Background: an optimization exercise with open tools, aiming at small area. Do not read the settings as production practice.
Only simulation tests tie the RTL to the original design; equivalence was not proved.
Power is estimated from default activity; no workload was simulated.

old:
## fcb_core
module fcb_core (
    input  wire        clk,
    input  wire        rst,
    input  wire        op_valid,
    output wire        op_ready,
    input  wire [7:0]  op_code,
    input  wire [23:0] op_arg,
    output reg         res_valid,
    output reg  [7:0]  res_code,
    output reg  [63:0] res_data,
    input  wire        rx_valid,
    output wire        rx_ready,
    input  wire [7:0]  rx_data,
    input  wire        rx_err
);
Size: ~1600 cells after synthesis, ~17000 µm² of cells after synthesis.
Settings: LEC_CHECK=0, ABC_AREA=1, CAP_MARGIN=20, CORE_MARGIN=2, CORE_UTILIZATION=65, SLEW_MARGIN=20; clock period 10.0 ns.
standard.sh (not shown) runs the stock make flow with config.mk's settings and CLKGATE_MAP_FILE= SYNTH_SCRIPT=/design/flow/synth_recipe.tcl, a recipe that flattens the netlist after the stock synthesis.
==> flow/flow/run.sh <==
#!/bin/bash
# The standard layout (standard.sh) with three changes:
# - synthesis maps logic with a stronger ABC area script (three rounds of
#   choice computation, area-oriented mapping and don't-care resynthesis);
#   registers are mapped before ABC runs, so they are the standard ones;
# - port buffers use the smallest buffer cell;
# - clock tree synthesis inserts no dummy loads.
set -euo pipefail
work=$(pwd)
rm -rf "$work/scripts"
cp -r "$FLOW_HOME/scripts" "$work/scripts"
cp "$work/flow/abc_area.script" "$work/scripts/abc_area.script"
export SCRIPTS_DIR="$work/scripts"
export BUFFER_PORTS_ARGS="-buffer_cell sky130_fd_sc_hd__buf_1"
export CTS_ARGS="-sink_clustering_enable -repair_clock_nets -dont_use_dummy_load -buf_list sky130_fd_sc_hd__clkbuf_16 -sink_clustering_size 30 -sink_clustering_max_diameter 80"
bash standard.sh > "$work/orfs_make.log" 2>&1
==> flow/flow/abc_area.script <==
strash
dch
map -a
mfs2
strash
dch
map -a
mfs2
strash
dch
map -a
topo
old: no failed stages, no open violations at the end
Input changes introduced in new (baseline for comparison: old):
--- a/flow/design.v
+++ b/flow/design.v
@@ -36,15 +36,16 @@
     reg [6:0]  nlen;              
     reg [7:0]  dsum;              
     reg [2:0]  de;                
     reg        dack;
     reg        pmt;               
     reg        dec;               
+    reg        h0d;               
     reg [1:0]  ch;                
     reg [5:0]  cnt;               
-    wire [4:0] kind = cnt[4:0];
+    reg [4:0]  kind;
     wire       done  = |nlen[6:3];
     wire       fail  = |de;
     wire [7:0] dcode = {3'b000, de == 3'd7, de[2] & de[1],
                         de[2] & ~de[1], de[1] & ~de[2], de[0] & ~(de[2] & de[1])};
     wire [5:0] lval  = nlen[5:0] - 6'd6;
     wire idle   = ~dec & ~bz;
@@ -52,14 +53,13 @@
     wire [23:0] idx = op_arg;
     wire [5:0] fx  = dec ? cnt : idx[5:0];
     wire [6:0] rem = nlen - {1'b0, fx} - 7'd1;      
     wire [2:0] t3  = dec ? cnt[2:0] : (oc == 8'h42) ? idx[2:0] : (oc == 8'h55) ? 3'd4 : 3'd7;
     wire       lo_eq = (ub[2:0] == t3);
     wire       lo4_eq = lo_eq & (ub[3] == cnt[3]);
-    wire tail  = done;                    
-    wire h0d   = tail | (cnt != 6'd63);   
+    wire tail  = |cnt[5:2];
     wire isend = tail & (rem[5:0] == 6'd1);
     wire ischk = tail & (rem[5:0] == 6'd0);
     wire data  = tail & (rem[5:1] != 5'd0);
     wire in_w  = ~cnt[5] & ~cnt[4] & ~(cnt[3] & cnt[2]);      
     wire needw = h0d & data & (in_w | (rem[5:2] != 4'd0));      
     wire is_sw = h0d & data & (rem[5:2] == 4'd0);                
@@ -211,12 +211,13 @@
         s2[1] <= s2[0];
         s2[0] <= (rx_fire && is_sw) ? rx_data : s2[1];
         if (rst)
             bz <= 1'b1;
         else if (ub[0])
             bz <= 1'b0;
+        kind <= (dec || oc == 8'h40) ? K_DEC : knext;
         ch   <= (~rst & cupd) ? ch + 2'd1 : 2'd0;
         if (rst) begin
             crc       <= 32'hFFFFFFFF;
             nlen      <= 7'd0;
             de        <= 3'd0;
             dack      <= 1'b0;
@@ -225,16 +226,18 @@
         end else begin
             res_valid <= acc & (oc != 8'h40);
             if (acc && oc == 8'h20) crc <= 32'hFFFFFFFF;
             if (cupd) crc <= crc_nib(crc, op_arg[2*ch +: 2]);
             if (dec) begin
                 if (rx_fire) begin
-                    cnt <= fin ? {1'b0, K_DEC} : cnt + 6'd1;
+                    h0d <= 1'b1;
+                    if (h0d) cnt <= cnt + 6'd1;
                     de <= de_n;
                     if (!h0d) begin
                         dack <= ~rx_err & (rx_data == ACK);
+                        nlen <= 7'd0;
                         dsum <= 8'h00;
                     end else begin
                         if (!tail && rx_err) dack <= 1'b0;
                         if (!ischk) dsum <= dsum ^ rx_data;
                     end
                     if (h0d && !tail && cnt[1:0] == 2'd3 && de_n == 3'd0)
@@ -243,18 +246,16 @@
                     if (fin) begin
                         dec       <= 1'b0;
                         res_valid <= 1'b1;
                         if (de_n != 3'd0) nlen <= 7'd0;
                     end
                 end
-            end else begin
-                cnt <= (oc == 8'h40) ? 6'd63 : {1'b0, knext};
-                if (acc && oc == 8'h40) begin
-                    dec  <= 1'b1;
-                    nlen <= 7'd0;
-                end
+            end else if (acc && oc == 8'h40) begin
+                dec <= 1'b1;
+                h0d <= 1'b0;
+                cnt <= 6'd0;
             end
         end
     end
     wire [7:0]  f1 = a2[0];
     wire [15:0] sw = {s2[0], s2[1]};
     wire [7:0]  f4 = wr8[0], f5 = wr8[1], f6 = wr8[2];
Results
new finished every step from synthesis to the final layout, and the layout passed the timing, design-rule and antenna checks. Going from old to new, delay of the slowest critical-path stage shrinks by 0.06 ns. The combinational power in new was lower than what old gave. Number of rows created at floorplan of old is on par with new. Path length in cells of the critical path for new is higher than for old. The antenna diode count of new is lower than that of old. Sort new and old by wire length, descending, and old comes first. Comparing new and old, the lower post-synthesis sequential element count was measured on old. Comparing new and old, the higher summed area of non-filler cells in the final layout is on new. old → new: mean cell area of the mapped netlist lower; starting DRC count in detailed routing went down 264. There was hardly any difference in sequential share of layout area between old and new. new packs its core more tightly than old.

separate check: timing with driven ports:
Ports are ideal in the flow. The routed layouts listed here were re-timed in OpenROAD. Step 1 assumes that a clkbuf_16 drives the clock port and a buf_2 every other input. Step 2 moves the port delays by t, midway between the first and last clock arrival at a register: inputs arrive t later, outputs are due t later. That takes back most of the time a late clock gives input paths. a / b / c = ideal / step 1 / step 2; a / b = the first two.
| run | shift t [ns] | setup slack, ns | worst data-port slew with drivers (ns) |
|---|---|---|---|
| old | 0.579 | 2.834 / 2.810 / 2.810 | 0.09 |
| new | 0.591 | 3.103 / 3.081 / 3.081 | 0.06 |
After both steps every run listed still meets setup and hold. For old, which loses most, drivers alone change the setup slack by -0.024 ns; drivers and shift together by -0.024 ns.
